From an optimization exercise on the open Yosys and OpenROAD flow, aimed at small area; shortcuts taken in it are not production practice.
In this exercise RTL edits were held to simulation tests only and were not proved equivalent to the original.

run C:
Design e1_steer, start of the top module:
module e1_steer (
    input  wire        clk,
    input  wire        rst,               
    input  wire [31:0] nominal_interval,  
    input  wire        in_valid,
    output wire        in_ready,
    input  wire [31:0] in_ts,             
    input  wire [31:0] in_tick,           
    output wire        dac_valid,
    input  wire        dac_ready,
    output wire [11:0] dac_data,
    output wire        done,
    output wire [3:0]  result,
    output wire [2:0]  st_state,
    output wire [1:0]  st_flags,
    output wire [31:0] dac_center,
    output wire [31:0] pps_loss,
    output wire [31:0] cal_fail
);
Size: roughly 870 cells after synthesis, about 260 flip-flops, roughly 220 I/O pins, about 0.010 sq mm of cells after synthesis.
clock: 30.0 ns
lec_check: 0
cap_margin: 0
core_margin: 2
core_utilization: 70
place_density: 0.85
slew_margin: 0
standard.sh (not shown) runs the stock make flow with config.mk's settings and CLKGATE_MAP_FILE= SYNTH_SCRIPT=/design/flow/synth_recipe.tcl, a recipe that flattens the netlist after the stock synthesis.
==> flow/flow/run.sh <==
#!/bin/bash
# The standard layout (standard.sh: standard synthesis, then ORFS to
# finish), with two changes: the port buffers that global placement inserts
# on every input and output use sky130_fd_sc_hd__buf_1, and clock tree
# synthesis uses clkbuf_8 clusters without dummy loads.
# Each step's full output goes to its own log file in the work folder.
set -euo pipefail
export BUFFER_PORTS_ARGS="-buffer_cell sky130_fd_sc_hd__buf_1"
export CTS_ARGS="-sink_clustering_enable -repair_clock_nets -buf_list sky130_fd_sc_hd__clkbuf_8 -sink_clustering_size 20 -sink_clustering_max_diameter 70 -dont_use_dummy_load"
bash standard.sh synth > synth.log 2>&1
bash standard.sh finish > layout.log 2>&1
#### Input delta (run B over run C)
diff --git a/flow/design.v b/flow/design.v
--- a/flow/design.v
+++ b/flow/design.v
@@ -29,69 +29,68 @@
                      Q_INC  = 4'd4,
                      Q_DIV  = 4'd5,
                      Q_WCP  = 4'd6,
                      Q_CP   = 4'd7,
                      Q_DACW = 4'd8,
                      Q_DONE = 4'd9,
                      Q_WCPY = 4'd14,
                      Q_CPY  = 4'd15;
     reg [3:0]  seq;
     reg [4:0]  ph;           
+    reg        hi;           
     reg [2:0]  state;
     reg [4:0]  count;
     reg        has_cal;
     reg        cal_err;
     reg        fresh;        
     reg [31:0] lt;           
     reg [31:0] lr;           
     reg [31:0] b;            
     reg [31:0] a;            
     reg [31:0] pl;           
     reg [31:0] cf;           
     reg [17:0] q;            
     reg [18:0] m;            
-    reg fe;                  
-    reg fh;                  
-    wire ge = fe, le = fh, hi = fh;
+    reg ge, le;              
     reg neg;                 
     reg f1, f2, f3, f4;      
     reg fa;                  
     reg fb;                  
     reg fc;                  
+    reg fd;                  
     wire le1 = fa, vsign = fa, le2 = fb, over = fb;
-    wire c_dt = fc, cns = fc, pd = fe, ci = ~fe;
+    wire c_dt = fc, cns = fc, pd = fd, ci = ~fd;
     reg calx;                
     wire p0  = (seq == Q_P0);
     wire p1  = (seq == Q_P1);
     wire rdy = (seq == Q_RDY);
     wire inc = (seq == Q_INC);
     wire dv  = (seq == Q_DIV);
     wire cp  = (seq == Q_CP);
     assign in_ready   = ((seq == Q_IDLE) & ~in_valid) | rdy;
     assign done       = (seq == Q_DONE);
     assign dac_valid  = (seq == Q_DACW);
     assign dac_data   = vsign ? 12'd0 : (over ? 12'hFFF : a[15:4]);
-    wire   gok        = ge & le;           
+    wire   gok        = ge & le;
+    assign result     = {calx & ~has_cal, ~gok, 1'b0, ~gok};
     assign st_state   = state;
     assign st_flags   = {cal_err, has_cal};
     assign dac_center = a;
     assign pps_loss   = pl;
     assign cal_fail   = cf;
     wire s_init  = (state == ST_INIT);
     wire s_calmn = (state == ST_CALMIN);
     wire s_calmx = (state == ST_CALMAX);
     wire s_freq  = (state == ST_FREQ);
     wire s_phase = (state == ST_PHASE);
     wire last    = (count == 5'd1);
     wire acc_on  = (count <= 5'd4);
-    wire gfail   = s_init & (count == 5'd2) & ~calx;
-    assign result     = {calx & ~has_cal, gfail, 1'b0, gfail};
     wire tick_b = in_tick[ph];
     wire ts_b   = in_ts[ph];
     wire n_b    = nominal_interval[ph];
     wire ltr    = lt[0] & fresh;
     wire lrr    = lr[0] & fresh;
     wire dt_b   = tick_b ^ ltr ^ c_dt;
     wire dt_bo  = (~tick_b & (ltr | c_dt)) | (ltr & c_dt);
     wire k75    = (ph == 5'd0) | (ph == 5'd1) | (ph == 5'd3) | (ph == 5'd6);
     wire k125   = (ph == 5'd0) | ((ph >= 5'd2) & (ph <= 5'd6));
     wire ge_p   = (ph == 5'd0) | ge;
@@ -165,51 +164,53 @@
     wire        cnx    = a_sh ? cn_b : cns;
     wire        q3     = ~calx & v_b;
     wire        val_b  = cnx ^ q3 ^ c_val;
     wire        val_bo = (~cnx & (q3 | c_val)) | (q3 & c_val);
     wire        ovr_on = hi | (ph >= 5'd18);
     wire        cpy    = (seq == Q_CPY);
     wire        pass   = (seq[2:0] == 3'b111);    
     wire        a_en   = (p1 & ~has_cal) | (cp & a_sh) | cpy;
     wire        a_in   = p1 ? a_in_p1 : (cp ? val_b : b[0]);
     wire        b_in   = p1 ? b_in_p1 : ((cp & a_sh) ? cn_b : b[0]);
-    wire inc_r  = calx ? cf[0] : pl[0];
-    wire pl_sh  = ~rst & inc & ~calx;
-    wire pl_hd  = ~rst & ~(inc & ~calx);
-    wire cf_sh  = ~rst & inc & calx;
-    wire cf_hd  = ~rst & ~(inc & calx);
+    wire inc_r  = gok ? cf[0] : pl[0];
+    wire pl_sh  = ~rst & inc & ~gok;
+    wire pl_hd  = ~rst & ~(inc & ~gok);
+    wire cf_sh  = ~rst & inc & gok;
+    wire cf_hd  = ~rst & ~(inc & gok);
     always @(posedge clk) begin
         ph <= ph + 5'd1;
         lt <= {(p0 ? tick_b : lt[0]), lt[31:1]};
         lr <= {(p1 ? ((s_phase & gok) ? sn_b : ts_b) : lr[0]), lr[31:1]};
         b  <= {b_in, b[31:1]};
         a   <= ({32{a_en}} & {a_in, a[31:1]}) | ({32{~a_en}} & a);
         q   <= ({18{dv}} & {q[16:0], take & ~dbig}) | ({18{~dv}} & q);
         m <= m_nx;
         fc    <= (p0 & dt_bo) | (cp & ((hi & (ph == 5'd1)) ? cn_b : fc));
         f1    <= (p1 & sn_co)  | (cp & u_co);
         f2    <= (p1 & off_bo) | (cp & v_co);
         f3    <= (p1 & sum_co) | (cp & ~kk & cn_bo);
         f4    <= (p1 & nd_bo)  | (cp & ~kk & val_bo);
+        fd    <= (cp & p_b) | (inc & (fd | ~inc_r));
         if (p0) begin
-            fe <= ge_n;
-            fh <= le_n;
-        end else if (~p1) begin
-            fe <= (cp & p_b) | (inc & (fe | ~inc_r));
-            fh <= pass & ((ph == 5'd31) | fh);
+            ge <= ge_n;
+            le <= le_n;
         end
         if (p1) begin
             fa  <= le1_n;
             fb  <= le2_n;
             if (ph == 5'd31)
                 neg <= b_in_p1;
         end
+        if (pass & (ph == 5'd31))
+            hi <= 1'b1;
+        else if (~pass)
+            hi <= 1'b0;
         if (cp) begin
             if (~ovr_on)
                 fb <= 1'b0;
             else
                 fb <= over | val_b;
             if (hi & (ph == 5'd31))
                 fa <= val_b;
         end
         pl <= ({32{pl_sh}} & {pl[0] ^ ci, pl[31:1]}) | ({32{pl_hd}} & pl);
         cf <= ({32{cf_sh}} & {cf[0] ^ ci, cf[31:1]}) | ({32{cf_hd}} & cf);
## What came out
Between run C and run B, the area growth from synthesis to layout does not differ in any meaningful way. Run B reports a higher fraction of area in registers than run C does. The summed area of non-filler cells in the final layout on run B is in line with that on run C. There was hardly any difference in slew at the pin closest to its max-slew limit between run B and run C. Cell depth of the worst setup path for run B: 1 down relative to run C.

[port drivers added, routing unchanged]
The results above use ideal ports. As a check the final layouts listed here were re-extracted and re-timed, cells and wires unchanged.
Step 1: set_driving_cell puts a clkbuf_16 on clk and a buf_2 on each other input, an assumption about the parent block.
Step 2 times the ports against the registers' clock, not the clock port: input delays grow and output delays shrink by t, the midpoint of the rising clock arrivals with the driver on.
Slacks: no drivers / after step 1 / after step 2; pairs: no drivers / after step 1.
run | shift t [ns] | slack for setup (ns) | slew at the worst register clock pin (ns)
run C | 0.525 | 17.403 / 17.383 / 17.383 | 0.12 / 0.12
run B | 0.540 | 17.229 / 17.209 / 17.209 | 0.12 / 0.12
After both steps every run listed still meets setup and hold.
